What follows belongs to an exercise in optimizing a design on an open flow for small area, a short achievable clock period and few clock cycles per item; a production flow would make more cautious choices.
The RTL of this run was laid out without a check of its function.

--- flow/config.mk ---
export PLATFORM = sky130hd
export DESIGN_NAME = spn_core
export DESIGN_NICKNAME = spn_core
export VERILOG_FILES = /design/flow/design.v
export SDC_FILE = /design/flow/constraint.sdc
export NUM_CORES = 8
export LEC_CHECK = 0
export ABC_AREA = 1
export CAP_MARGIN = 30
export CELL_PAD_IN_SITES_DETAIL_PLACEMENT = 1
export CELL_PAD_IN_SITES_GLOBAL_PLACEMENT = 2
export CORE_MARGIN = 2
export CORE_UTILIZATION = 30
export SLEW_MARGIN = 30
export TNS_END_PERCENT = 20
--- flow/constraint.sdc ---
create_clock -name core_clock -period 13.0 [get_ports {clk}]
set_input_delay 2.6000 -clock core_clock [delete_from_list [all_inputs] [get_ports {clk}]]
set_output_delay 2.6000 -clock core_clock [all_outputs]
set_load 0.01 [all_outputs]
--- flow/design.v ---
module spn_ginv(input [7:0] x, output [7:0] y);
  wire new_n17, new_n18, new_n19, new_n20, new_n21, new_n22, new_n23,
    new_n24, new_n25, new_n26, new_n27, new_n28, new_n29, new_n30, new_n31,
    new_n32, new_n33, new_n34, new_n35, new_n36, new_n37, new_n38, new_n39,
    new_n40, new_n41, new_n42, new_n43, new_n44, new_n45, new_n46, new_n47,
    new_n48, new_n49, new_n50, new_n51, new_n52, new_n53, new_n54, new_n55,
    new_n56, new_n57, new_n58, new_n59, new_n60, new_n61, new_n62, new_n63,
    new_n64, new_n65, new_n66, new_n67, new_n68, new_n69, new_n70, new_n71,
    new_n72, new_n73, new_n74, new_n75, new_n76, new_n77, new_n78, new_n79,
    new_n80, new_n81, new_n82, new_n83, new_n84, new_n85, new_n86, new_n87,
    new_n88, new_n89, new_n90, new_n91, new_n92, new_n93, new_n94, new_n95,
    new_n96, new_n97, new_n98, new_n99, new_n100, new_n101, new_n102,
    new_n103, new_n104, new_n105, new_n106, new_n107, new_n108, new_n109,
    new_n110, new_n111, new_n112, new_n113, new_n114, new_n115, new_n116,
    new_n117, new_n118, new_n119, new_n120, new_n121, new_n122, new_n123,
    new_n124, new_n125, new_n126, new_n127, new_n128, new_n129, new_n130,
    new_n131, new_n132, new_n133, new_n134, new_n135, new_n136, new_n137,
    new_n138, new_n139, new_n140, new_n141, new_n142, new_n143, new_n144,
    new_n145, new_n146, new_n147, new_n148, new_n149, new_n150, new_n152,
    new_n153, new_n154, new_n155, new_n156, new_n157, new_n158, new_n159,
    new_n160, new_n161, new_n162, new_n163, new_n164, new_n165, new_n166,
    new_n167, new_n168, new_n169, new_n170, new_n171, new_n172, new_n173,
    new_n174, new_n175, new_n176, new_n177, new_n178, new_n179, new_n180,
    new_n181, new_n182, new_n183, new_n184, new_n185, new_n186, new_n187,
    new_n188, new_n189, new_n190, new_n191, new_n192, new_n193, new_n194,
    new_n195, new_n196, new_n197, new_n198, new_n199, new_n200, new_n201,
    new_n202, new_n203, new_n204, new_n205, new_n206, new_n207, new_n208,
    new_n209, new_n210, new_n211, new_n212, new_n213, new_n214, new_n215,
    new_n216, new_n217, new_n218, new_n219, new_n220, new_n221, new_n222,
    new_n223, new_n224, new_n225, new_n226, new_n227, new_n228, new_n229,
    new_n230, new_n231, new_n232, new_n233, new_n234, new_n235, new_n236,
    new_n237, new_n238, new_n239, new_n240, new_n241, new_n242, new_n243,
    new_n244, new_n245, new_n246, new_n247, new_n248, new_n250, new_n251,
    new_n252, new_n253, new_n254, new_n255, new_n256, new_n257, new_n258,
    new_n259, new_n260, new_n261, new_n262, new_n263, new_n264, new_n265,
    new_n266, new_n267, new_n268, new_n269, new_n270, new_n271, new_n272,
    new_n273, new_n274, new_n275, new_n276, new_n277, new_n278, new_n279,
    new_n280, new_n281, new_n282, new_n283, new_n284, new_n285, new_n286,
    new_n287, new_n288, new_n289, new_n290, new_n291, new_n292, new_n293,
    new_n294, new_n295, new_n296, new_n297, new_n298, new_n299, new_n300,
    new_n301, new_n302, new_n303, new_n304, new_n305, new_n306, new_n307,
    new_n308, new_n309, new_n310, new_n311, new_n312, new_n313, new_n314,
    new_n315, new_n316, new_n317, new_n318, new_n319, new_n320, new_n321,
    new_n322, new_n323, new_n324, new_n325, new_n326, new_n327, new_n328,
    new_n330, new_n331, new_n332, new_n333, new_n334, new_n335, new_n336,
    new_n337, new_n338, new_n339, new_n340, new_n341, new_n342, new_n343,
    new_n344, new_n345, new_n346, new_n347, new_n348, new_n349, new_n350,
    new_n351, new_n352, new_n353, new_n354, new_n355, new_n356, new_n357,
    new_n358, new_n359, new_n360, new_n361, new_n362, new_n363, new_n364,
    new_n365, new_n366, new_n367, new_n368, new_n369, new_n370, new_n371,
    new_n372, new_n373, new_n374, new_n375, new_n376, new_n377, new_n378,
    new_n379, new_n380, new_n381, new_n382, new_n383, new_n384, new_n385,
    new_n386, new_n387, new_n388, new_n389, new_n390, new_n391, new_n392,
    new_n393, new_n394, new_n395, new_n396, new_n397, new_n398, new_n399,
    new_n400, new_n401, new_n402, new_n403, new_n404, new_n405, new_n406,
    new_n407, new_n408, new_n409, new_n410, new_n412, new_n413, new_n414,
    new_n415, new_n416, new_n417, new_n418, new_n419, new_n420, new_n421,
    new_n422, new_n423, new_n424, new_n425, new_n426, new_n427, new_n428,
    new_n429, new_n430, new_n431, new_n432, new_n433, new_n434, new_n435,
    new_n436, new_n437, new_n438, new_n439, new_n440, new_n441, new_n442,
    new_n443, new_n444, new_n445, new_n446, new_n447, new_n448, new_n449,
    new_n450, new_n451, new_n452, new_n453, new_n454, new_n455, new_n456,
    new_n457, new_n458, new_n459, new_n460, new_n461, new_n462, new_n463,
    new_n464, new_n465, new_n466, new_n467, new_n468, new_n469, new_n470,
    new_n471, new_n472, new_n473, new_n474, new_n475, new_n477, new_n478,
    new_n479, new_n480, new_n481, new_n482, new_n483, new_n484, new_n485,
    new_n486, new_n487, new_n488, new_n489, new_n490, new_n491, new_n492,
    new_n493, new_n494, new_n495, new_n496, new_n497, new_n498, new_n499,
    new_n500, new_n501, new_n502, new_n503, new_n504, new_n505, new_n506,
    new_n507, new_n508, new_n509, new_n510, new_n511, new_n512, new_n513,
    new_n514, new_n515, new_n516, new_n517, new_n518, new_n519, new_n520,
    new_n521, new_n522, new_n523, new_n524, new_n525, new_n526, new_n527,
    new_n528, new_n529, new_n530, new_n531, new_n532, new_n533, new_n534,
    new_n535, new_n536, new_n538, new_n539, new_n540, new_n541, new_n542,
    new_n543, new_n544, new_n545, new_n546, new_n547, new_n548, new_n549,
    new_n550, new_n551, new_n552, new_n553, new_n554, new_n555, new_n556,
    new_n557, new_n558, new_n559, new_n560, new_n561, new_n562, new_n563,
    new_n564, new_n565, new_n566, new_n567, new_n568, new_n569, new_n570,
    new_n571, new_n572, new_n573, new_n574, new_n575, new_n576, new_n577,
    new_n578, new_n579, new_n580, new_n581, new_n582, new_n583, new_n584,
    new_n585, new_n586, new_n587, new_n588, new_n589, new_n590, new_n591,
    new_n592, new_n593, new_n594, new_n596, new_n597, new_n598, new_n599,
    new_n600, new_n601, new_n602, new_n603, new_n604, new_n605, new_n606,
    new_n607, new_n608, new_n609, new_n610, new_n611, new_n612, new_n613,
    new_n614, new_n615, new_n616, new_n617, new_n618, new_n619, new_n620,
    new_n621, new_n622, new_n623, new_n624, new_n625, new_n626, new_n627,
    new_n628, new_n629, new_n630, new_n631, new_n632, new_n633, new_n634,
    new_n635, new_n636, new_n637, new_n638, new_n639, new_n640, new_n641,
    new_n642, new_n643, new_n644, new_n645, new_n646, new_n647, new_n648,
    new_n649, new_n650, new_n651, new_n652;
  assign new_n17 = ~x[0] & x[2];
  assign new_n18 = x[3] & new_n17;
  assign new_n19 = x[0] & ~x[1];
  assign new_n20 = x[2] & ~new_n19;
  assign new_n21 = ~x[3] & ~new_n20;
  assign new_n22 = ~new_n18 & ~new_n21;
  assign new_n23 = x[5] & new_n22;
  assign new_n24 = ~x[1] & x[2];
  assign new_n25 = x[0] & ~x[2];
  assign new_n26 = ~x[3] & ~new_n25;
  assign new_n27 = ~new_n24 & new_n26;
  assign new_n28 = x[3] & new_n20;
  assign new_n29 = ~x[5] & ~new_n28;
  assign new_n30 = ~new_n27 & new_n29;
  assign new_n31 = x[6] & ~new_n30;
  assign new_n32 = ~new_n23 & new_n31;
  assign new_n33 = ~x[0] & ~x[2];
  assign new_n34 = x[1] & new_n33;
  assign new_n35 = ~x[1] & new_n25;
  assign new_n36 = ~new_n34 & ~new_n35;
  assign new_n37 = ~x[0] & new_n24;
  assign new_n38 = new_n36 & ~new_n37;
  assign new_n39 = x[3] & ~new_n38;
  assign new_n40 = ~x[1] & ~x[2];
  assign new_n41 = ~x[3] & ~new_n40;
  assign new_n42 = ~x[0] & x[1];
  assign new_n43 = new_n41 & ~new_n42;
  assign new_n44 = ~x[5] & ~new_n43;
  assign new_n45 = ~new_n39 & new_n44;
  assign new_n46 = ~x[3] & ~new_n33;
  assign new_n47 = ~x[1] & new_n46;
  assign new_n48 = x[3] & ~new_n33;
  assign new_n49 = x[5] & ~new_n48;
  assign new_n50 = ~new_n47 & new_n49;
  assign new_n51 = ~x[6] & ~new_n50;
  assign new_n52 = ~new_n45 & new_n51;
  assign new_n53 = x[4] & ~new_n52;
  assign new_n54 = ~new_n32 & new_n53;
  assign new_n55 = ~x[0] & new_n40;
  assign new_n56 = x[5] & ~new_n55;
  assign new_n57 = ~x[0] & ~x[1];
  assign new_n58 = x[0] & x[1];
  assign new_n59 = ~new_n57 & ~new_n58;
  assign new_n60 = x[2] & new_n59;
  assign new_n61 = new_n41 & ~new_n60;
  assign new_n62 = ~x[3] & ~new_n61;
  assign new_n63 = new_n56 & ~new_n62;
  assign new_n64 = ~x[0] & x[3];
  assign new_n65 = new_n24 & new_n64;
  assign new_n66 = ~x[5] & ~new_n35;
  assign new_n67 = ~new_n65 & new_n66;
  assign new_n68 = ~new_n63 & ~new_n67;
  assign new_n69 = x[6] & ~new_n68;
  assign new_n70 = ~new_n20 & new_n36;
  assign new_n71 = ~x[3] & ~new_n70;
  assign new_n72 = ~x[2] & new_n58;
  assign new_n73 = x[3] & ~new_n57;
  assign new_n74 = ~new_n72 & new_n73;
  assign new_n75 = ~x[5] & ~new_n74;
  assign new_n76 = ~new_n71 & new_n75;
  assign new_n77 = x[3] & ~new_n59;
  assign new_n78 = ~x[2] & new_n77;
  assign new_n79 = x[5] & ~new_n43;
  assign new_n80 = ~new_n78 & new_n79;
  assign new_n81 = ~x[6] & ~new_n80;
  assign new_n82 = ~new_n76 & new_n81;
  assign new_n83 = ~x[4] & ~new_n82;
  assign new_n84 = ~new_n69 & new_n83;
  assign new_n85 = ~new_n54 & ~new_n84;
  assign new_n86 = ~x[7] & ~new_n85;
  assign new_n87 = x[3] & ~new_n25;
  assign new_n88 = x[3] & new_n33;
  assign new_n89 = ~new_n41 & ~new_n59;
  assign new_n90 = ~new_n88 & new_n89;
  assign new_n91 = new_n87 & ~new_n90;
  assign new_n92 = ~new_n27 & ~new_n91;
  assign new_n93 = x[4] & ~new_n92;
  assign new_n94 = x[0] & x[2];
  assign new_n95 = ~new_n33 & ~new_n94;
  assign new_n96 = ~x[1] & x[3];
  assign new_n97 = new_n95 & new_n96;
  assign new_n98 = ~new_n88 & ~new_n97;
  assign new_n99 = ~x[3] & ~new_n19;
  assign new_n100 = ~new_n17 & new_n99;
  assign new_n101 = ~x[4] & ~new_n100;
  assign new_n102 = new_n98 & new_n101;
  assign new_n103 = x[6] & ~new_n102;
  assign new_n104 = ~new_n93 & new_n103;
  assign new_n105 = x[1] & ~x[2];
  assign new_n106 = ~x[3] & new_n105;
  assign new_n107 = x[4] & ~new_n106;
  assign new_n108 = x[4] & ~new_n58;
  assign new_n109 = ~new_n107 & ~new_n108;
  assign new_n110 = ~x[0] & ~new_n40;
  assign new_n111 = x[3] & new_n110;
  assign new_n112 = ~new_n109 & ~new_n111;
  assign new_n113 = ~new_n20 & new_n26;
  assign new_n114 = ~x[4] & ~new_n64;
  assign new_n115 = x[1] & x[3];
  assign new_n116 = ~x[2] & new_n115;
  assign new_n117 = new_n114 & ~new_n116;
  assign new_n118 = ~new_n113 & new_n117;
  assign new_n119 = ~x[6] & ~new_n118;
  assign new_n120 = ~new_n112 & new_n119;
  assign new_n121 = ~new_n104 & ~new_n120;
  assign new_n122 = ~x[5] & ~new_n121;
  assign new_n123 = ~x[3] & ~new_n24;
  assign new_n124 = ~new_n34 & new_n123;
  assign new_n125 = ~x[4] & ~new_n124;
  assign new_n126 = ~new_n18 & ~new_n115;
  assign new_n127 = x[1] & x[2];
  assign new_n128 = ~x[0] & new_n127;
  assign new_n129 = ~new_n126 & ~new_n128;
  assign new_n130 = new_n125 & ~new_n129;
  assign new_n131 = x[4] & ~new_n64;
  assign new_n132 = x[1] & ~new_n17;
  assign new_n133 = new_n123 & ~new_n132;
  assign new_n134 = new_n131 & ~new_n133;
  assign new_n135 = x[6] & ~new_n134;
  assign new_n136 = ~new_n130 & new_n135;
  assign new_n137 = new_n94 & new_n96;
  assign new_n138 = ~x[4] & ~new_n137;
  assign new_n139 = ~x[3] & ~new_n94;
  assign new_n140 = new_n36 & new_n139;
  assign new_n141 = new_n138 & ~new_n140;
  assign new_n142 = new_n41 & ~new_n128;
  assign new_n143 = x[4] & ~new_n77;
  assign new_n144 = ~new_n142 & new_n143;
  assign new_n145 = ~x[6] & ~new_n144;
  assign new_n146 = ~new_n141 & new_n145;
  assign new_n147 = ~new_n136 & ~new_n146;
  assign new_n148 = x[5] & ~new_n147;
  assign new_n149 = x[7] & ~new_n148;
  assign new_n150 = ~new_n122 & new_n149;
  assign y[0] = ~new_n86 & ~new_n150;
  assign new_n152 = x[3] & ~new_n24;
  assign new_n153 = ~new_n57 & new_n152;
  assign new_n154 = ~x[4] & ~new_n153;
  assign new_n155 = ~new_n42 & new_n139;
  assign new_n156 = ~new_n40 & new_n155;
  assign new_n157 = new_n41 & new_n59;
  assign new_n158 = ~new_n156 & ~new_n157;
  assign new_n159 = new_n154 & new_n158;
  assign new_n160 = x[4] & ~new_n137;
  assign new_n161 = ~new_n62 & new_n160;
  assign new_n162 = ~new_n159 & ~new_n161;
  assign new_n163 = x[5] & ~new_n162;
  assign new_n164 = x[0] & x[3];
  assign new_n165 = ~new_n40 & ~new_n127;
  assign new_n166 = new_n164 & ~new_n165;
  assign new_n167 = ~x[3] & ~new_n37;
  assign new_n168 = x[4] & ~x[5];
  assign new_n169 = ~new_n167 & new_n168;
  assign new_n170 = ~new_n166 & new_n169;
  assign new_n171 = ~new_n95 & new_n115;
  assign new_n172 = ~new_n97 & ~new_n171;
  assign new_n173 = ~x[4] & ~x[5];
  assign new_n174 = new_n99 & ~new_n128;
  assign new_n175 = new_n173 & ~new_n174;
  assign new_n176 = new_n172 & new_n175;
  assign new_n177 = x[7] & ~new_n176;
  assign new_n178 = ~new_n170 & new_n177;
  assign new_n179 = ~new_n163 & new_n178;
  assign new_n180 = x[1] & new_n46;
  assign new_n181 = x[4] & ~new_n180;
  assign new_n182 = x[1] & new_n95;
  assign new_n183 = new_n153 & ~new_n182;
  assign new_n184 = new_n181 & ~new_n183;
  assign new_n185 = ~x[4] & ~new_n105;
  assign new_n186 = ~new_n88 & new_n185;
  assign new_n187 = ~x[3] & new_n25;
  assign new_n188 = new_n186 & ~new_n187;
  assign new_n189 = ~x[5] & ~new_n188;
  assign new_n190 = ~new_n184 & new_n189;
  assign new_n191 = ~new_n19 & ~new_n127;
  assign new_n192 = new_n48 & new_n191;
  assign new_n193 = ~x[4] & ~new_n192;
  assign new_n194 = ~new_n164 & new_n193;
  assign new_n195 = ~new_n167 & new_n194;
  assign new_n196 = ~new_n17 & new_n36;
  assign new_n197 = x[3] & new_n196;
  assign new_n198 = new_n59 & new_n123;
  assign new_n199 = x[4] & ~new_n198;
  assign new_n200 = ~new_n197 & new_n199;
  assign new_n201 = x[5] & ~new_n200;
  assign new_n202 = ~new_n195 & new_n201;
  assign new_n203 = ~new_n190 & ~new_n202;
  assign new_n204 = ~x[7] & ~new_n203;
  assign new_n205 = ~new_n179 & ~new_n204;
  assign new_n206 = x[6] & ~new_n205;
  assign new_n207 = ~new_n24 & ~new_n182;
  assign new_n208 = ~x[3] & ~new_n207;
  assign new_n209 = ~x[4] & ~new_n208;
  assign new_n210 = ~new_n166 & new_n209;
  assign new_n211 = x[0] & new_n165;
  assign new_n212 = new_n48 & ~new_n211;
  assign new_n213 = ~new_n17 & new_n41;
  assign new_n214 = x[4] & ~new_n213;
  assign new_n215 = ~new_n212 & new_n214;
  assign new_n216 = ~x[5] & ~new_n215;
  assign new_n217 = ~new_n210 & new_n216;
  assign new_n218 = x[3] & ~new_n35;
  assign new_n219 = ~new_n127 & new_n218;
  assign new_n220 = ~x[4] & ~new_n43;
  assign new_n221 = ~new_n180 & new_n220;
  assign new_n222 = ~new_n219 & new_n221;
  assign new_n223 = ~x[2] & ~new_n59;
  assign new_n224 = new_n152 & ~new_n223;
  assign new_n225 = ~x[3] & ~new_n42;
  assign new_n226 = ~new_n20 & new_n225;
  assign new_n227 = x[4] & ~new_n226;
  assign new_n228 = ~new_n224 & new_n227;
  assign new_n229 = ~new_n222 & ~new_n228;
  assign new_n230 = x[5] & ~new_n229;
  assign new_n231 = ~x[7] & ~new_n230;
  assign new_n232 = ~new_n217 & new_n231;
  assign new_n233 = new_n107 & ~new_n224;
  assign new_n234 = x[2] & x[3];
  assign new_n235 = ~x[4] & ~new_n234;
  assign new_n236 = ~new_n191 & new_n235;
  assign new_n237 = x[5] & ~new_n236;
  assign new_n238 = ~new_n233 & new_n237;
  assign new_n239 = ~new_n17 & ~new_n164;
  assign new_n240 = new_n108 & ~new_n239;
  assign new_n241 = ~x[5] & ~new_n72;
  assign new_n242 = ~x[4] & new_n115;
  assign new_n243 = new_n241 & ~new_n242;
  assign new_n244 = ~new_n240 & new_n243;
  assign new_n245 = x[7] & ~new_n244;
  assign new_n246 = ~new_n238 & new_n245;
  assign new_n247 = ~x[6] & ~new_n246;
  assign new_n248 = ~new_n232 & new_n247;
  assign y[1] = new_n206 | new_n248;
  assign new_n250 = ~x[0] & new_n165;
  assign new_n251 = new_n139 & ~new_n250;
  assign new_n252 = ~new_n97 & ~new_n192;
  assign new_n253 = ~new_n251 & new_n252;
  assign new_n254 = x[4] & ~new_n253;
  assign new_n255 = x[0] & ~new_n165;
  assign new_n256 = x[3] & ~new_n255;
  assign new_n257 = ~new_n47 & ~new_n256;
  assign new_n258 = new_n114 & ~new_n257;
  assign new_n259 = ~new_n254 & ~new_n258;
  assign new_n260 = x[5] & ~new_n259;
  assign new_n261 = new_n87 & ~new_n110;
  assign new_n262 = new_n168 & ~new_n261;
  assign new_n263 = new_n158 & new_n262;
  assign new_n264 = ~new_n105 & ~new_n153;
  assign new_n265 = ~new_n116 & new_n173;
  assign new_n266 = ~new_n264 & new_n265;
  assign new_n267 = ~x[6] & ~new_n266;
  assign new_n268 = ~new_n263 & new_n267;
  assign new_n269 = ~new_n260 & new_n268;
  assign new_n270 = ~x[2] & x[3];
  assign new_n271 = ~new_n42 & new_n270;
  assign new_n272 = ~new_n58 & new_n167;
  assign new_n273 = ~x[4] & ~new_n272;
  assign new_n274 = ~new_n271 & new_n273;
  assign new_n275 = ~x[0] & ~new_n105;
  assign new_n276 = ~x[3] & ~new_n275;
  assign new_n277 = x[4] & ~new_n276;
  assign new_n278 = ~new_n78 & new_n277;
  assign new_n279 = x[5] & ~new_n278;
  assign new_n280 = ~new_n274 & new_n279;
  assign new_n281 = new_n131 & new_n241;
  assign new_n282 = ~new_n96 & ~new_n139;
  assign new_n283 = new_n173 & ~new_n282;
  assign new_n284 = x[6] & ~new_n283;
  assign new_n285 = ~new_n281 & new_n284;
  assign new_n286 = ~new_n280 & new_n285;
  assign new_n287 = ~new_n269 & ~new_n286;
  assign new_n288 = ~x[7] & ~new_n287;
  assign new_n289 = x[4] & ~new_n96;
  assign new_n290 = ~new_n270 & new_n289;
  assign new_n291 = x[4] & ~new_n59;
  assign new_n292 = ~new_n290 & ~new_n291;
  assign new_n293 = ~new_n24 & new_n140;
  assign new_n294 = ~new_n292 & ~new_n293;
  assign new_n295 = ~x[4] & new_n172;
  assign new_n296 = ~new_n71 & new_n295;
  assign new_n297 = ~new_n294 & ~new_n296;
  assign new_n298 = ~x[5] & ~new_n297;
  assign new_n299 = ~x[3] & new_n196;
  assign new_n300 = new_n154 & ~new_n299;
  assign new_n301 = new_n46 & ~new_n211;
  assign new_n302 = x[4] & ~new_n301;
  assign new_n303 = x[5] & ~new_n302;
  assign new_n304 = ~new_n300 & new_n303;
  assign new_n305 = ~new_n298 & ~new_n304;
  assign new_n306 = ~x[6] & ~new_n305;
  assign new_n307 = x[0] & new_n41;
  assign new_n308 = ~new_n59 & new_n87;
  assign new_n309 = new_n98 & ~new_n308;
  assign new_n310 = ~new_n307 & new_n309;
  assign new_n311 = x[4] & ~new_n310;
  assign new_n312 = ~x[3] & new_n223;
  assign new_n313 = ~x[4] & ~new_n312;
  assign new_n314 = ~new_n197 & new_n313;
  assign new_n315 = ~new_n311 & ~new_n314;
  assign new_n316 = x[5] & ~new_n315;
  assign new_n317 = x[3] & new_n191;
  assign new_n318 = ~x[3] & ~new_n38;
  assign new_n319 = ~new_n317 & ~new_n318;
  assign new_n320 = new_n168 & ~new_n319;
  assign new_n321 = new_n64 & ~new_n127;
  assign new_n322 = new_n173 & ~new_n321;
  assign new_n323 = ~new_n155 & new_n322;
  assign new_n324 = x[6] & ~new_n323;
  assign new_n325 = ~new_n320 & new_n324;
  assign new_n326 = ~new_n316 & new_n325;
  assign new_n327 = ~new_n306 & ~new_n326;
  assign new_n328 = x[7] & ~new_n327;
  assign y[2] = ~new_n288 & ~new_n328;
  assign new_n330 = ~x[3] & new_n59;
  assign new_n331 = x[3] & ~new_n250;
  assign new_n332 = ~new_n330 & ~new_n331;
  assign new_n333 = ~new_n94 & ~new_n332;
  assign new_n334 = ~x[5] & ~new_n333;
  assign new_n335 = ~x[3] & ~new_n182;
  assign new_n336 = x[5] & new_n252;
  assign new_n337 = ~new_n335 & new_n336;
  assign new_n338 = ~x[6] & ~new_n337;
  assign new_n339 = ~new_n334 & new_n338;
  assign new_n340 = new_n46 & ~new_n57;
  assign new_n341 = ~new_n255 & new_n340;
  assign new_n342 = new_n152 & ~new_n275;
  assign new_n343 = ~new_n341 & ~new_n342;
  assign new_n344 = ~x[5] & ~new_n343;
  assign new_n345 = x[3] & ~new_n94;
  assign new_n346 = ~new_n105 & new_n345;
  assign new_n347 = x[5] & ~new_n340;
  assign new_n348 = ~new_n346 & new_n347;
  assign new_n349 = x[6] & ~new_n348;
  assign new_n350 = ~new_n344 & new_n349;
  assign new_n351 = ~x[4] & ~new_n350;
  assign new_n352 = ~new_n339 & new_n351;
  assign new_n353 = new_n26 & ~new_n60;
  assign new_n354 = x[3] & new_n94;
  assign new_n355 = new_n172 & ~new_n354;
  assign new_n356 = ~new_n353 & new_n355;
  assign new_n357 = new_n56 & new_n356;
  assign new_n358 = new_n95 & ~new_n96;
  assign new_n359 = ~new_n88 & ~new_n358;
  assign new_n360 = ~x[5] & ~new_n359;
  assign new_n361 = x[6] & ~new_n360;
  assign new_n362 = ~new_n357 & new_n361;
  assign new_n363 = x[1] & new_n26;
  assign new_n364 = x[3] & new_n35;
  assign new_n365 = ~x[5] & ~new_n364;
  assign new_n366 = ~new_n363 & new_n365;
  assign new_n367 = new_n46 & ~new_n182;
  assign new_n368 = ~new_n24 & new_n87;
  assign new_n369 = x[5] & ~new_n368;
  assign new_n370 = ~new_n367 & new_n369;
  assign new_n371 = ~new_n366 & ~new_n370;
  assign new_n372 = ~x[6] & ~new_n371;
  assign new_n373 = x[4] & ~new_n372;
  assign new_n374 = ~new_n362 & new_n373;
  assign new_n375 = ~new_n352 & ~new_n374;
  assign new_n376 = x[7] & ~new_n375;
  assign new_n377 = x[3] & new_n58;
  assign new_n378 = ~x[4] & ~new_n377;
  assign new_n379 = ~new_n318 & new_n378;
  assign new_n380 = new_n99 & ~new_n165;
  assign new_n381 = new_n160 & ~new_n380;
  assign new_n382 = x[5] & ~new_n381;
  assign new_n383 = ~new_n379 & new_n382;
  assign new_n384 = ~new_n211 & new_n225;
  assign new_n385 = x[1] & new_n87;
  assign new_n386 = ~new_n384 & ~new_n385;
  assign new_n387 = new_n173 & ~new_n386;
  assign new_n388 = new_n126 & new_n168;
  assign new_n389 = ~new_n157 & new_n388;
  assign new_n390 = x[6] & ~new_n389;
  assign new_n391 = ~new_n387 & new_n390;
  assign new_n392 = ~new_n383 & new_n391;
  assign new_n393 = ~new_n77 & new_n235;
  assign new_n394 = ~new_n156 & new_n393;
  assign new_n395 = x[4] & new_n98;
  assign new_n396 = ~new_n71 & new_n395;
  assign new_n397 = ~new_n394 & ~new_n396;
  assign new_n398 = x[5] & ~new_n397;
  assign new_n399 = new_n168 & ~new_n345;
  assign new_n400 = ~new_n142 & new_n399;
  assign new_n401 = new_n110 & ~new_n234;
  assign new_n402 = ~x[2] & new_n96;
  assign new_n403 = ~x[4] & ~new_n402;
  assign new_n404 = ~new_n401 & new_n403;
  assign new_n405 = ~x[5] & ~new_n404;
  assign new_n406 = ~new_n400 & new_n405;
  assign new_n407 = ~x[6] & ~new_n406;
  assign new_n408 = ~new_n398 & new_n407;
  assign new_n409 = ~new_n392 & ~new_n408;
  assign new_n410 = ~x[7] & ~new_n409;
  assign y[3] = ~new_n376 & ~new_n410;
  assign new_n412 = new_n143 & ~new_n255;
  assign new_n413 = ~new_n192 & new_n273;
  assign new_n414 = ~new_n412 & ~new_n413;
  assign new_n415 = ~x[5] & ~new_n414;
  assign new_n416 = ~new_n128 & new_n218;
  assign new_n417 = ~new_n251 & ~new_n416;
  assign new_n418 = ~x[4] & ~new_n417;
  assign new_n419 = ~new_n19 & new_n48;
  assign new_n420 = ~new_n109 & ~new_n419;
  assign new_n421 = x[5] & ~new_n420;
  assign new_n422 = ~new_n418 & new_n421;
  assign new_n423 = ~new_n415 & ~new_n422;
  assign new_n424 = ~x[7] & ~new_n423;
  assign new_n425 = ~new_n55 & new_n139;
  assign new_n426 = ~new_n180 & ~new_n425;
  assign new_n427 = ~new_n183 & new_n426;
  assign new_n428 = x[4] & ~new_n427;
  assign new_n429 = ~new_n114 & ~new_n185;
  assign new_n430 = ~new_n24 & ~new_n429;
  assign new_n431 = ~x[5] & ~new_n430;
  assign new_n432 = ~new_n428 & new_n431;
  assign new_n433 = ~new_n105 & new_n164;
  assign new_n434 = ~new_n33 & ~new_n433;
  assign new_n435 = new_n107 & new_n434;
  assign new_n436 = ~new_n46 & ~new_n271;
  assign new_n437 = ~x[4] & ~new_n436;
  assign new_n438 = x[5] & ~new_n437;
  assign new_n439 = ~new_n435 & new_n438;
  assign new_n440 = x[7] & ~new_n439;
  assign new_n441 = ~new_n432 & new_n440;
  assign new_n442 = ~new_n424 & ~new_n441;
  assign new_n443 = x[6] & ~new_n442;
  assign new_n444 = ~new_n115 & ~new_n239;
  assign new_n445 = new_n185 & ~new_n444;
  assign new_n446 = ~new_n22 & new_n445;
  assign new_n447 = ~new_n429 & ~new_n446;
  assign new_n448 = ~new_n25 & new_n41;
  assign new_n449 = x[3] & ~new_n40;
  assign new_n450 = ~new_n128 & new_n449;
  assign new_n451 = x[4] & ~new_n450;
  assign new_n452 = ~new_n448 & new_n451;
  assign new_n453 = x[5] & ~new_n452;
  assign new_n454 = ~new_n447 & new_n453;
  assign new_n455 = new_n173 & ~new_n354;
  assign new_n456 = ~new_n312 & new_n455;
  assign new_n457 = new_n168 & ~new_n356;
  assign new_n458 = ~new_n456 & ~new_n457;
  assign new_n459 = ~new_n454 & new_n458;
  assign new_n460 = x[7] & ~new_n459;
  assign new_n461 = new_n168 & ~new_n384;
  assign new_n462 = new_n309 & new_n461;
  assign new_n463 = new_n191 & new_n403;
  assign new_n464 = x[4] & ~new_n116;
  assign new_n465 = ~new_n124 & new_n464;
  assign new_n466 = x[5] & ~new_n465;
  assign new_n467 = ~new_n463 & new_n466;
  assign new_n468 = ~new_n40 & new_n340;
  assign new_n469 = ~new_n65 & new_n173;
  assign new_n470 = ~new_n468 & new_n469;
  assign new_n471 = ~x[7] & ~new_n470;
  assign new_n472 = ~new_n467 & new_n471;
  assign new_n473 = ~new_n462 & new_n472;
  assign new_n474 = ~x[6] & ~new_n473;
  assign new_n475 = ~new_n460 & new_n474;
  assign y[4] = ~new_n443 & ~new_n475;
  assign new_n477 = x[3] & ~new_n70;
  assign new_n478 = ~new_n272 & ~new_n477;
  assign new_n479 = new_n168 & ~new_n478;
  assign new_n480 = new_n26 & ~new_n132;
  assign new_n481 = new_n290 & ~new_n480;
  assign new_n482 = ~new_n312 & new_n481;
  assign new_n483 = ~x[4] & ~new_n18;
  assign new_n484 = ~new_n251 & new_n483;
  assign new_n485 = x[5] & ~new_n484;
  assign new_n486 = ~new_n482 & new_n485;
  assign new_n487 = ~new_n24 & new_n164;
  assign new_n488 = new_n173 & ~new_n487;
  assign new_n489 = ~new_n335 & new_n488;
  assign new_n490 = ~x[6] & ~new_n489;
  assign new_n491 = ~new_n486 & new_n490;
  assign new_n492 = ~new_n479 & new_n491;
  assign new_n493 = ~new_n105 & new_n167;
  assign new_n494 = new_n289 & ~new_n493;
  assign new_n495 = ~x[4] & ~new_n28;
  assign new_n496 = ~x[1] & new_n64;
  assign new_n497 = ~new_n157 & ~new_n496;
  assign new_n498 = new_n495 & new_n497;
  assign new_n499 = x[5] & ~new_n498;
  assign new_n500 = ~new_n494 & new_n499;
  assign new_n501 = new_n168 & ~new_n308;
  assign new_n502 = ~new_n425 & new_n501;
  assign new_n503 = ~new_n90 & new_n173;
  assign new_n504 = x[6] & ~new_n503;
  assign new_n505 = ~new_n502 & new_n504;
  assign new_n506 = ~new_n500 & new_n505;
  assign new_n507 = ~new_n492 & ~new_n506;
  assign new_n508 = ~x[7] & ~new_n507;
  assign new_n509 = ~new_n25 & ~new_n250;
  assign new_n510 = new_n289 & ~new_n509;
  assign new_n511 = ~new_n99 & ~new_n132;
  assign new_n512 = new_n404 & ~new_n511;
  assign new_n513 = ~new_n510 & ~new_n512;
  assign new_n514 = x[5] & ~new_n513;
  assign new_n515 = new_n165 & new_n345;
  assign new_n516 = new_n26 & ~new_n42;
  assign new_n517 = new_n173 & ~new_n516;
  assign new_n518 = ~new_n515 & new_n517;
  assign new_n519 = ~new_n47 & new_n399;
  assign new_n520 = ~new_n518 & ~new_n519;
  assign new_n521 = ~new_n514 & new_n520;
  assign new_n522 = x[6] & ~new_n521;
  assign new_n523 = ~new_n73 & ~new_n480;
  assign new_n524 = x[4] & ~new_n523;
  assign new_n525 = ~new_n330 & new_n495;
  assign new_n526 = ~x[5] & ~new_n525;
  assign new_n527 = ~new_n524 & new_n526;
  assign new_n528 = ~new_n261 & new_n273;
  assign new_n529 = x[4] & ~new_n340;
  assign new_n530 = ~new_n219 & new_n529;
  assign new_n531 = x[5] & ~new_n530;
  assign new_n532 = ~new_n528 & new_n531;
  assign new_n533 = ~new_n527 & ~new_n532;
  assign new_n534 = ~x[6] & ~new_n533;
  assign new_n535 = x[7] & ~new_n534;
  assign new_n536 = ~new_n522 & new_n535;
  assign y[5] = ~new_n508 & ~new_n536;
  assign new_n538 = ~new_n60 & ~new_n436;
  assign new_n539 = ~x[4] & ~new_n538;
  assign new_n540 = ~x[3] & new_n55;
  assign new_n541 = ~new_n292 & ~new_n540;
  assign new_n542 = x[6] & ~new_n541;
  assign new_n543 = ~new_n539 & new_n542;
  assign new_n544 = ~new_n358 & ~new_n496;
  assign new_n545 = new_n181 & new_n544;
  assign new_n546 = ~new_n261 & ~new_n276;
  assign new_n547 = new_n220 & new_n546;
  assign new_n548 = ~x[6] & ~new_n547;
  assign new_n549 = ~new_n545 & new_n548;
  assign new_n550 = ~x[7] & ~new_n549;
  assign new_n551 = ~new_n543 & new_n550;
  assign new_n552 = ~new_n171 & new_n529;
  assign new_n553 = ~new_n48 & new_n125;
  assign new_n554 = ~x[6] & ~new_n553;
  assign new_n555 = ~new_n552 & new_n554;
  assign new_n556 = ~x[1] & new_n26;
  assign new_n557 = new_n131 & ~new_n556;
  assign new_n558 = x[6] & ~new_n445;
  assign new_n559 = ~new_n557 & new_n558;
  assign new_n560 = x[7] & ~new_n559;
  assign new_n561 = ~new_n555 & new_n560;
  assign new_n562 = x[5] & ~new_n561;
  assign new_n563 = ~new_n551 & new_n562;
  assign new_n564 = x[3] & ~new_n207;
  assign new_n565 = ~new_n155 & ~new_n564;
  assign new_n566 = x[4] & ~new_n565;
  assign new_n567 = ~new_n25 & ~new_n127;
  assign new_n568 = ~new_n18 & new_n567;
  assign new_n569 = new_n378 & ~new_n568;
  assign new_n570 = ~new_n566 & ~new_n569;
  assign new_n571 = x[6] & ~new_n570;
  assign new_n572 = new_n181 & ~new_n540;
  assign new_n573 = ~new_n256 & new_n572;
  assign new_n574 = new_n221 & ~new_n331;
  assign new_n575 = ~x[6] & ~new_n574;
  assign new_n576 = ~new_n573 & new_n575;
  assign new_n577 = ~x[7] & ~new_n576;
  assign new_n578 = ~new_n571 & new_n577;
  assign new_n579 = ~new_n152 & ~new_n157;
  assign new_n580 = x[4] & ~new_n579;
  assign new_n581 = ~new_n72 & new_n276;
  assign new_n582 = new_n193 & ~new_n581;
  assign new_n583 = ~x[6] & ~new_n582;
  assign new_n584 = ~new_n580 & new_n583;
  assign new_n585 = ~new_n17 & ~new_n87;
  assign new_n586 = new_n430 & new_n585;
  assign new_n587 = ~x[2] & new_n330;
  assign new_n588 = x[6] & ~new_n346;
  assign new_n589 = ~new_n587 & new_n588;
  assign new_n590 = ~new_n586 & new_n589;
  assign new_n591 = x[7] & ~new_n590;
  assign new_n592 = ~new_n584 & new_n591;
  assign new_n593 = ~x[5] & ~new_n592;
  assign new_n594 = ~new_n578 & new_n593;
  assign y[6] = new_n563 | new_n594;
  assign new_n596 = new_n123 & ~new_n223;
  assign new_n597 = ~new_n88 & new_n378;
  assign new_n598 = ~new_n596 & new_n597;
  assign new_n599 = ~new_n26 & ~new_n377;
  assign new_n600 = new_n464 & new_n599;
  assign new_n601 = ~x[6] & ~new_n600;
  assign new_n602 = ~new_n598 & new_n601;
  assign new_n603 = x[4] & ~new_n139;
  assign new_n604 = ~new_n60 & new_n603;
  assign new_n605 = ~new_n385 & new_n604;
  assign new_n606 = ~x[4] & ~new_n511;
  assign new_n607 = x[6] & ~new_n606;
  assign new_n608 = ~new_n605 & new_n607;
  assign new_n609 = ~new_n602 & ~new_n608;
  assign new_n610 = x[7] & ~new_n609;
  assign new_n611 = x[4] & new_n126;
  assign new_n612 = ~new_n87 & ~new_n250;
  assign new_n613 = new_n611 & ~new_n612;
  assign new_n614 = ~new_n180 & ~new_n368;
  assign new_n615 = ~x[4] & ~new_n614;
  assign new_n616 = ~new_n613 & ~new_n615;
  assign new_n617 = ~x[6] & ~new_n616;
  assign new_n618 = ~new_n87 & new_n107;
  assign new_n619 = ~new_n330 & new_n618;
  assign new_n620 = new_n186 & ~new_n211;
  assign new_n621 = x[6] & ~new_n620;
  assign new_n622 = ~new_n619 & new_n621;
  assign new_n623 = ~x[7] & ~new_n622;
  assign new_n624 = ~new_n617 & new_n623;
  assign new_n625 = ~new_n610 & ~new_n624;
  assign new_n626 = x[5] & ~new_n625;
  assign new_n627 = x[3] & new_n509;
  assign new_n628 = new_n209 & ~new_n627;
  assign new_n629 = new_n289 & ~new_n345;
  assign new_n630 = ~new_n448 & new_n629;
  assign new_n631 = ~new_n628 & ~new_n630;
  assign new_n632 = x[6] & ~new_n631;
  assign new_n633 = ~new_n449 & ~new_n480;
  assign new_n634 = x[4] & ~new_n633;
  assign new_n635 = new_n138 & ~new_n581;
  assign new_n636 = ~x[6] & ~new_n635;
  assign new_n637 = ~new_n634 & new_n636;
  assign new_n638 = x[7] & ~new_n637;
  assign new_n639 = ~new_n632 & new_n638;
  assign new_n640 = new_n131 & ~new_n573;
  assign new_n641 = ~new_n100 & ~new_n556;
  assign new_n642 = new_n194 & new_n641;
  assign new_n643 = x[6] & ~new_n642;
  assign new_n644 = ~new_n640 & new_n643;
  assign new_n645 = ~new_n318 & new_n611;
  assign new_n646 = ~new_n61 & new_n393;
  assign new_n647 = ~new_n645 & ~new_n646;
  assign new_n648 = ~x[6] & ~new_n647;
  assign new_n649 = ~x[7] & ~new_n648;
  assign new_n650 = ~new_n644 & new_n649;
  assign new_n651 = ~x[5] & ~new_n650;
  assign new_n652 = ~new_n639 & new_n651;
  assign y[7] = ~new_n626 & ~new_n652;
endmodule
module spn_core (
  input  wire         clk,
  input  wire         rst,
  input  wire         start,
  input  wire [1:0]   op,
  input  wire [1:0]   klen,
  input  wire [255:0] key,
  input  wire [127:0] din,
  output reg          busy,
  output reg          done,
  output reg          err,
  output wire [127:0] dout
);
  localparam OP_KS  = 2'd0;
  localparam OP_ENC = 2'd1;
  localparam OP_DEC = 2'd2;
  localparam M_IDLE = 3'd0;
  localparam M_KS2  = 3'd2;    
  localparam M_KS3  = 3'd3;    
  localparam M_KS4  = 3'd4;    
  localparam M_WALK = 3'd5;    
  localparam M_ENC  = 3'd6;
  localparam M_DEC  = 3'd7;
  localparam [127:0] C63 = {16{8'h63}};
  reg  [2:0]   mode;
  reg          key_valid;
  reg          wend;         
  reg  [1:0]   nkc;          
  reg  [3:0]   pq;           
  reg          last;         
  reg          sel_dec;      
  reg          save;         
  reg  [127:0] yr;           
  reg  [127:0] kout;         
  reg  [255:0] win;
  reg  [255:0] rsv;
  wire [3:0] nr1 = 4'd11 + {1'b0, nkc, 1'b0};    
  wire accept = start && !busy;
  function [7:0] xt;
    input [7:0] a;
    begin
      xt = {a[6:0], 1'b0} ^ (a[7] ? 8'h1b : 8'h00);
    end
  endfunction
  function [31:0] mix_col;
    input [31:0] col;
    reg   [7:0]  a0, a1, a2, a3;
    begin
      a0 = col[31:24]; a1 = col[23:16]; a2 = col[15:8]; a3 = col[7:0];
      mix_col = {xt(a0 ^ a1) ^ (a1 ^ (a2 ^ a3)),
                 xt(a1 ^ a2) ^ (a2 ^ (a3 ^ a0)),
                 xt(a2 ^ a3) ^ (a3 ^ (a0 ^ a1)),
                 xt(a3 ^ a0) ^ (a0 ^ (a1 ^ a2))};
    end
  endfunction
  function [7:0] x4;
    input [7:0] a;
    begin
      x4 = {a[5], a[4], a[3] ^ a[7], a[2] ^ a[6] ^ a[7], a[1] ^ a[6], a[0] ^ a[7], a[6] ^ a[7], a[6]};
    end
  endfunction
  function [7:0] x8;
    input [7:0] a;
    begin
      x8 = {a[4], a[3] ^ a[7], a[2] ^ a[6] ^ a[7], a[1] ^ a[5] ^ a[6], a[0] ^ a[5] ^ a[7],
            a[6] ^ a[7], a[5] ^ a[6], a[5]};
    end
  endfunction
  function [31:0] imc_add;
    input [31:0] a;
    input [31:0] m;
    reg   [7:0]  a0, a1, a2, a3, e, u, v;
    begin
      a0 = a[31:24]; a1 = a[23:16]; a2 = a[15:8]; a3 = a[7:0];
      e = x8((a0 ^ a1) ^ (a2 ^ a3));
      u = x4(a0 ^ a2);
      v = x4(a1 ^ a3);
      imc_add = {(m[31:24] ^ u) ^ e, (m[23:16] ^ v) ^ e, (m[15:8] ^ u) ^ e, (m[7:0] ^ v) ^ e};
    end
  endfunction
  function [127:0] shift_rows;
    input [127:0] s;
    integer r, c;
    begin
      for (r = 0; r < 4; r = r + 1)
        for (c = 0; c < 4; c = c + 1)
          shift_rows[127 - 8*(r + 4*c) -: 8] = s[127 - 8*(r + 4*((c + r) % 4)) -: 8];
    end
  endfunction
  function [127:0] shift_rows2;
    input [127:0] s;
    integer r, c;
    begin
      for (r = 0; r < 4; r = r + 1)
        for (c = 0; c < 4; c = c + 1)
          shift_rows2[127 - 8*(r + 4*c) -: 8] = s[127 - 8*(r + 4*((c + 2*r) % 4)) -: 8];
    end
  endfunction
  function [7:0] rcon_of;
    input [3:0] i;
    begin
      case (i)
        4'd1:  rcon_of = 8'h01;
        4'd2:  rcon_of = 8'h02;
        4'd3:  rcon_of = 8'h04;
        4'd4:  rcon_of = 8'h08;
        4'd5:  rcon_of = 8'h10;
        4'd6:  rcon_of = 8'h20;
        4'd7:  rcon_of = 8'h40;
        4'd8:  rcon_of = 8'h80;
        4'd9:  rcon_of = 8'h1b;
        4'd10: rcon_of = 8'h36;
        default: rcon_of = 8'h00;
      endcase
    end
  endfunction
  wire [31:0] w0 = win[255:224], w1 = win[223:192], w2 = win[191:160], w3 = win[159:128];
  wire [31:0] w4 = win[127:96],  w5 = win[95:64],   w6 = win[63:32],    w7 = win[31:0];
  function [16:0] step_pattern;
    input [1:0] k;
    input [3:0] q;
    input       fwd;
    reg         s0, s2, rt;
    reg  [3:0]  ri;
    reg  [4:0]  sel;
    reg  [6:0]  rsel;
    reg  [1:0]  m3;
    begin
      case (q)
        4'd0, 4'd3, 4'd6, 4'd9, 4'd12, 4'd15: m3 = 2'd0;
        4'd1, 4'd4, 4'd7, 4'd10, 4'd13:       m3 = 2'd1;
        default:                              m3 = 2'd2;
      endcase
      s0 = 1'b0; s2 = 1'b0; rt = 1'b0; ri = 4'd0;
      case (k)
        2'd0: begin
          s0 = 1'b1; rt = 1'b1;
          ri = fwd ? q : q - 4'd2;
        end
        2'd1: begin
          if (m3 == 2'd0) begin
            s0 = 1'b1; rt = 1'b1;
            case (q)
              4'd3:  ri = fwd ? 4'd2  : 4'd1;
              4'd6:  ri = fwd ? 4'd4  : 4'd3;
              4'd9:  ri = fwd ? 4'd6  : 4'd5;
              4'd12: ri = fwd ? 4'd8  : 4'd7;
              default: ri = fwd ? 4'd10 : 4'd9;
            endcase
          end else if (m3 == 2'd1) begin
            s2 = 1'b1; rt = 1'b1;
            case (q)
              4'd1:  ri = fwd ? 4'd1 : 4'd0;
              4'd4:  ri = fwd ? 4'd3 : 4'd2;
              4'd7:  ri = fwd ? 4'd5 : 4'd4;
              4'd10: ri = fwd ? 4'd7 : 4'd6;
              default: ri = fwd ? 4'd9 : 4'd8;
            endcase
          end
        end
        default: begin
          s0 = 1'b1;
          rt = fwd ? !q[0] : q[0];
          ri = {1'b0, q[3:1]};
        end
      endcase
      if (fwd)
        sel = s2 ? 5'b00010 : 5'b00001;
      else if (k == 2'd0)
        sel = 5'b00100;
      else if (k == 2'd1 && s0)
        sel = 5'b10000;
      else
        sel = 5'b01000;
      rsel = {sel[4], sel[3] & rt, sel[3] & !rt, sel[2], sel[1], sel[0] & rt, sel[0] & !rt};
      step_pattern = {s0, s2, rt ? rcon_of(ri) : 8'h00, rsel};
    end
  endfunction
  reg        kfwd;                  
  reg        sub0, sub2;
  reg  [7:0] krc;
  reg  [6:0] ksel;
  function [31:0] rotw;
    input [31:0] x;
    begin
      rotw = {x[23:0], x[31:24]};
    end
  endfunction
  wire [31:0] ksin = ({32{ksel[0]}} & w7) | ({32{ksel[1]}} & rotw(w7)) |
                     ({32{ksel[2]}} & rotw(w7 ^ w2 ^ w3)) | ({32{ksel[3]}} & rotw(w2 ^ w3)) |
                     ({32{ksel[4]}} & w3) | ({32{ksel[5]}} & rotw(w3)) |
                     ({32{ksel[6]}} & rotw(w1));
  wire [31:0] ksub_i;
  genvar g;
  generate
    for (g = 0; g < 4; g = g + 1) begin : g_ksbox
      spn_ginv u_inv (.x(ksin[31 - 8*g -: 8]), .y(ksub_i[31 - 8*g -: 8]));
    end
  endgenerate
  wire [31:0] ksub = ksub_i ^ 32'h63636363;
  wire [31:0] kt   = ksub ^ {krc, 24'h000000};
  reg [31:0] b0, b1, b2, b3, c0, c1, c2, c3;
  always @(*) begin
    case (nkc)
      2'd0:    begin {b0, b1, b2, b3} = {w4, w5, w6, w7}; {c0, c1, c2, c3} = {w0, w1, w2, w3}; end
      2'd1:    begin {b0, b1, b2, b3} = {w2, w3, w4, w5}; {c0, c1, c2, c3} = {w2, w3, w4, w5}; end
      default: begin {b0, b1, b2, b3} = {w0, w1, w2, w3}; {c0, c1, c2, c3} = {w4, w5, w6, w7}; end
    endcase
  end
  wire [31:0] fx = sub0 ? 32'd0 : w7;       
  wire [31:0] p0 = b0 ^ fx;
  wire [31:0] p1 = p0 ^ b1;
  wire [31:0] p2 = sub2 ? b2 : (p1 ^ b2);
  wire [31:0] p3 = p2 ^ b3;
  wire [31:0] q0 = c0 ^ (sub0 ? 32'd0 : w1);
  wire [31:0] q1 = c1 ^ c0;
  wire [31:0] q2 = c2 ^ (sub2 ? 32'd0 : c1);
  wire [31:0] q3 = c3 ^ c2;
  wire [127:0] kpq   = kfwd ? {p0, p1, p2, p3} : {q0, q1, q2, q3};
  wire [3:0]   kmask = kfwd ? {sub0, sub0, sub0 | sub2, sub0 | sub2} : {sub0, 1'b0, sub2, 1'b0};
  wire [127:0] nw    = kpq ^ ({{32{kmask[3]}}, {32{kmask[2]}}, {32{kmask[1]}}, {32{kmask[0]}}} &
                             {kt, kt, kt, kt});
  wire [255:0] win_fwd = {win[127:0], nw};
  wire [255:0] win_bwd = {nw, win[255:128]};
  wire [127:0] rk_e = win[127:0];
  wire [127:0] rk_d = win[255:128];
  wire [127:0] mc_in = yr ^ ((rk_d ^ C63) & {128{sel_dec}});
  wire [127:0] mc    = {mix_col(mc_in[127:96]), mix_col(mc_in[95:64]),
                        mix_col(mc_in[63:32]),  mix_col(mc_in[31:0])};
  wire [127:0] e_next = mc ^ rk_e ^ C63;
  wire [127:0] d_imc = {imc_add(mc_in[127:96], mc[127:96]), imc_add(mc_in[95:64], mc[95:64]),
                        imc_add(mc_in[63:32], mc[63:32]),   imc_add(mc_in[31:0], mc[31:0])};
  wire [127:0] d_next = shift_rows2(d_imc);
  assign dout = yr ^ kout;
  wire [127:0] k_enc  = wend ? rsv[255:128] : win[255:128];
  wire [127:0] k_dec  = wend ? win[127:0] : rsv[127:0];
  wire [127:0] a_enc  = din ^ k_enc;
  wire [127:0] a_dec  = shift_rows2(din ^ k_dec ^ C63);
  wire [127:0] a_next = op[1] ? a_dec : a_enc;
  wire [127:0] x_next = (mode == M_IDLE) ? a_next : (mode == M_ENC) ? e_next : d_next;
  wire [127:0] y_next;
  generate
    for (g = 0; g < 16; g = g + 1) begin : g_dinv
      spn_ginv u_inv (.x(x_next[127 - 8*g -: 8]), .y(y_next[127 - 8*g -: 8]));
    end
  endgenerate
  wire [127:0] z_next = shift_rows(y_next);
  wire go_enc = accept && (op == OP_ENC) && key_valid;
  wire go_dec = accept && (op == OP_DEC) && key_valid;
  wire go_ks  = accept && (op == OP_KS) && (klen != 2'd3);
  wire go_err = accept && !go_enc && !go_dec && !go_ks;
  reg [2:0] mode_n;
  reg [3:0] pq_n;
  reg [1:0] nkc_n;
  reg       fin;           
  always @(*) begin
    mode_n = mode;
    pq_n   = pq;
    nkc_n  = nkc;
    fin    = 1'b0;
    case (mode)
      M_IDLE: begin
        if (go_ks) begin
          mode_n = M_KS2;
          nkc_n  = klen;
          pq_n   = 4'd2;
        end else if (go_enc) begin
          mode_n = M_ENC;
          pq_n   = 4'd2;
        end else if (go_dec) begin
          mode_n = M_DEC;
          pq_n   = nr1;
        end
      end
      M_KS2: begin
        mode_n = M_KS3;
        pq_n   = 4'd1;
      end
      M_KS3: begin
        mode_n = M_KS4;
        pq_n   = 4'd2;
      end
      M_KS4, M_WALK: begin
        mode_n = M_WALK;
        pq_n   = pq + 4'd1;
        if (pq == nr1 - 4'd1) begin    
          mode_n = M_IDLE;
          fin    = 1'b1;
        end
      end
      M_ENC: begin
        pq_n = pq + 4'd1;
        if (last) begin
          mode_n = M_IDLE;
          fin    = 1'b1;
        end
      end
      default: begin    
        pq_n = pq - 4'd1;
        if (last) begin
          mode_n = M_IDLE;
          fin    = 1'b1;
        end
      end
    endcase
  end
  wire [3:0]  nr1_n  = 4'd11 + {1'b0, nkc_n, 1'b0};
  wire        kfwd_n = (mode_n != M_DEC) && (mode_n != M_KS2);
  wire [16:0] pat_n  = step_pattern(nkc_n, pq_n, kfwd_n);
  wire        last_n = (mode_n == M_ENC) ? (pq_n == nr1_n - 4'd1) : (pq_n == 4'd3);
  always @(posedge clk) begin
    yr <= z_next;
    kout <= nw ^ (C63 & {128{kfwd}});
  end
  always @(posedge clk) begin
    if (mode == M_IDLE) begin
      if (go_ks)
        win <= key;
      else if ((go_enc && wend) || (go_dec && !wend))
        win <= rsv;
    end else begin
      case (mode)
        M_KS2:  win <= win_bwd;
        M_DEC:  win <= win_bwd;
        default: win <= win_fwd;
      endcase
    end
  end
  always @(posedge clk) begin
    if (save)
      rsv <= win;
  end
  always @(posedge clk) begin
    pq   <= pq_n;
    nkc  <= nkc_n;
    last <= last_n;
    sel_dec <= (mode_n == M_DEC);
    save <= (go_enc && !wend) || (go_dec && wend) || (mode == M_KS3);
    kfwd <= kfwd_n;
    {sub0, sub2, krc, ksel} <= pat_n;
  end
  always @(posedge clk) begin
    if (rst) begin
      mode      <= M_IDLE;
      busy      <= 1'b0;
      done      <= 1'b0;
      err       <= 1'b0;
      key_valid <= 1'b0;
    end else begin
      mode <= mode_n;
      busy <= (mode_n != M_IDLE);
      done <= fin || go_err;
      err  <= go_err;
      if (go_ks)
        key_valid <= 1'b0;
      else if (fin && mode != M_ENC && mode != M_DEC)
        key_valid <= 1'b1;
      if (fin)
        wend <= (mode != M_DEC);
    end
  end
endmodule
--- flow/flow/run.sh ---
#!/bin/bash
# Layout: the standard synthesis unchanged, then ORFS's standard layout steps
# with a larger setup margin for repair_timing (same SDC, same clock period) and
# plain buffers (buf_2) as the port buffers. Each tool run's full output goes to
# a log file in this folder.
set -uo pipefail
bash standard.sh synth > synth.log 2>&1 || exit 1
bash standard.sh SETUP_SLACK_MARGIN=8 "BUFFER_PORTS_ARGS=-buffer_cell sky130_fd_sc_hd__buf_2" finish > layout.log 2>&1 || exit 1
--- flow/standard.sh ---
#!/bin/bash
# synth_recipe.tcl (not shown) runs the flow's synth.tcl, then flattens the netlist and writes it again
# the make line also repeats each setting of config.mk as NAME=value (left out here)
make -C /OpenROAD-flow-scripts/flow DESIGN_CONFIG=/design/flow/config.mk WORK_HOME=/design/flow/orfs CLKGATE_MAP_FILE= SYNTH_SCRIPT=/design/flow/synth_recipe.tcl "${@:-finish}"
==> notes.md <==
layer usage:
layer | GRT usage [%] | wire [um] | up-vias
li1 | - | - | 74450
met5 | 0 | 316 | -
met1 | 61.64 | 404500 | 87620
met4 | 37.77 | 103000 | 46
met3 | 12.99 | 131100 | 2953
met2 | 66.88 | 412000 | 12970
kinds of logic (layout without fill, tap and decap cells):
kind of cell / after synthesis / in the layout / synth area share, %
xor gates and xnor gates: 830 / 830 / 6.332
and+or+nand+nor: 13590 / 13600 / 47.01
adders and majority gates: 259 / 259 / 2.640
muxes: 27 / 27 / 0.2197
buffers and inverters: 3052 / 3739 / 10.15
other: 0 / 121 / 0
AOI/OAI and AO/OA: 3505 / 3506 / 16.42
DFF: 803 / 803 / 17.24
placed cells by master, fill, tap and decap left out, types with 39 or more instances in the layout:
cell / count
nand2_1: 7680
inv_1: 1670
o21ai_1: 186
o22ai_1: 39
o21ai_0: 1398
clkinvlp_4: 95
diode_2: 121
buf_12: 63
ha_4: 56
xor2_1: 566
xor2_2: 47
nand3_2: 147
a21oi_2: 45
nor2_2: 144
dfxtp_1: 270
nand3b_1: 66
inv_2: 191
nand2_2: 338
buf_6: 75
ha_1: 132
o21ai_2: 55
nor2_1: 1201
ha_2: 70
nand2_4: 130
o221ai_1: 63
xnor2_1: 161
a22oi_1: 351
edfxtp_1: 513
nand3_1: 3258
a31oi_1: 67
buf_4: 753
buf_2: 519
nor2_4: 88
a21oi_1: 849
o21bai_1: 65
o211ai_1: 188
nand4_1: 325
clkbuf_16: 130
nor3_1: 61
nand3_4: 52
flip-flops by register name (all words and copies together), names as in the netlist, 2 cells and up:
name / flops
krc: 8
win: 256
nkc: 2
yr: 128
mode: 3
rsv: 256
kout: 128
ksel: 7
pq: 4
how the worst max path moves through the flow:
stage,slack (ns),startpoint,endpoint,depth (start not counted)
4_1_cts,7.66,nkc[0],win[57],17
5_1_grt,7.70,op[1],krc[1],24
6_report,7.59,win[132],win[168],17
3_3_place_gp,4.83,op[1],yr[15],21
2_1_floorplan,5.41,start,win[0],4
3_5_place_dp,5.09,op[1],yr[15],19
repair_timing:
action                                  4_1_cts  5_1_grt
setup buffers                               333      220
hold buffers                                  0        0
resized for setup                          1019      852
endpoints found under the setup margin      675      579
endpoints found under the hold margin         0        0
gates cloned                                 32       11
pin swaps                                    97      158
per-stage QoR:
step                      instances  instance area, um2  util (%)
after floorplan               22070              123100         -
after global placement        27390              130900     32.00
after detailed placement      27390              131000     32.03
after CTS                     27980              142400     34.82
after global routing          28270              147800     36.15
final                         28330              148000     36.18
worst max-delay path: cells and delay by family (launching register included):
family	cells	cell delay [ns]
flops	1	0.74
compound gates	5	1.20
buf+inv	3	1.20
xor+xnor	1	0.45
simple gates	8	1.46
area by class of cell:
class / instances / area, um2
Fill cell: 54750 / 261000
Multi-Input combinational cell: 18220 / 95370
Sequential cell: 803 / 21250
Timing Repair Buffer: 1479 / 11900
Inverter: 2023 / 8229
Tap cell: 5451 / 6820
Clock buffer: 164 / 3383
Clock inverter: 62 / 639.4
Antenna cell: 121 / 302.8
Timing Repair inverter: 11 / 105.1
==> run_results.csv <==
group,metric,value,unit
run_status,status,"no timing/DRC/antenna violations",
worst_hold_path,worstHoldEndpoint,"rsv[108]",
final_layout,nNetsFinal,23310,
logic_synthesis,ys_seq_area_share,17.24,%
worst_hold_path,hold_path_depth,0,
global_route,gr-total-overflow,0,
worst_setup_path,cp-end-kind,"flop",
sta,finalHoldViolCount,0,
clock_network,root_buffer,"clkbuf_16",
die,die_w,644.4,um
clock_network,clkSinkCount,803,
detailed_routing,first_pass_iters,7,
die,floorplan.rows,235,
clock_network,htreeDepth,3,
logic_synthesis,yosys.cell_types.count,76,
logic_synthesis,synth_flop_cell,"edfxtp_1",
detailed_routing,ant_nets,0,
detailed_routing,routed_wl,1051,mm
detailed_routing,drc_errors,0,
placed_design,numPortBuffers,521,
logic_synthesis,yosysTopAreaCell,"nand2_1",
worst_setup_path,rr_startpoint,"win[132]",
worst_hold_path,holdCritPathClass,"reg2reg",
global_route,grtUsageTotal,47.88,%
worst_setup_path,critPathRequiredTime,13.69,ns
logic_synthesis,netlist_instances,22070,
placed_design,hpwl,795.4,mm
clock_network,clk_pin_slew,0.07,ns
sta,layout_setup_ws,7.594,ns
logic_synthesis,synth-edff-count,513,
sta,max_slew_margin,18.44,%
logic_synthesis,ys_ff_latch,803,
placed_design,gp_congestion,1.055,
sta,fmax,0.1850,GHz
logic_synthesis,netlist_area,123000,um2
worst_setup_path,slowest_delay,0.74,ns
logic_synthesis,synth_top_cell_area_share,24.28,%
detailed_routing,drt_iter0_drc,27120,
worst_setup_path,worstPathCellList,"xor2_1 > o21ai_0 > nand2_1 > and3_1 > buf_4 > inv_1 > buf_4 > a21oi_1 > o21ai_0 > nand3_1 > nand3_1 > nand3_4 > nand2_1 > o21bai_1 > nand2_4 > o21ai_0 > nand2_1",
final_layout,area_growth,20.28,%
sta,rsz0062_at_grt,"yes",
global_route,grt_pass1_wl,1402,mm
worst_setup_path,start_kind,"flop",
logic_synthesis,async_flop_share,0,%
global_route,grt_pass1_vias,164000,
placed_design,pre_cts_ws,5.088,ns
worst_setup_path,r2r-end,"win[168]",
sta,finalMaxSlewViolations,0,
clock_network,clk_latency,0.97,ns
worst_hold_path,holdCritStartpoint,"win[108]",
sta,fin_skew,0.08546,ns
die,core_area,409000,um2
logic_synthesis,synth_nets,22720,
global_route,antenna_found_initial,139,
logic_synthesis,synthTopCellsByArea,"nand2_1 (24%), nand3_1 (14%), edfxtp_1 (13%)",
worst_setup_path,critPathMaxFanout,39,
logic_synthesis,yosys_warnings,1,
sta,fin_crit,5.406,ns
logic_synthesis,yosys-top-cells-count,"nand2_1 (7959), nand3_1 (3431), inv_1 (1862)",
die,io_pins,522,
die,die_y,644.4,um
worst_setup_path,cp_slowest_cell,"edfxtp_1",
worst_setup_path,critPathArrivalTime,6.10,ns
clock_network,cts_made_buffers,122,
job,cap_violations,0,
sta,worst_pin_slew,1.211,ns
global_route,grt_max_degree,112,
final_layout,drive_gt1_share,15.09,%
sta,setup_tns,0,ns
die,start_util,30.08,%
detailed_routing,vias,178000,
clock_network,clock_path_buffers,4,
clock_network,cts_tree,"built",
worst_setup_path,reg2regPathDepth,17,
detailed_routing,vias_per_cell,6.284,
logic_synthesis,postSynthAreaPerCell,5.576,um2
sta,final.period_utilization,41.58,%
sta,setup_viol,0,
sta,hold_ws,0.3950,ns
logic_synthesis,synth.most_common_cell,"nand2_1",
worst_setup_path,crit_type,"reg2reg",
detailed_routing,wl_per_cell,37.09,um
worst_setup_path,r2r_setup_slack,7.59,ns
die,design.die.area,415300,um2

[static timing again, ports no longer ideal]
No port has a modelled driver above. Below, the same layout with a new extraction and two added sets of constraints.
Step 1, drivers: a clkbuf_16 drives clk and a buf_2 each remaining input, both assumed.
Step 2 times the ports against the registers' clock, not the clock port: input delays grow and output delays shrink by t, the midpoint of the rising clock arrivals with the driver on.
a / b / c = ideal ports / drivers / drivers and shift; a / b = the first two.
t (ns): 1.048
setup slack, ns: 7.594 / 7.480 / 6.602
worst slew at a driven data input, ns: 0.37
After both steps this run still meets setup and hold. For this run, drivers alone change the setup slack by -0.114 ns; drivers and shift together by -0.992 ns.
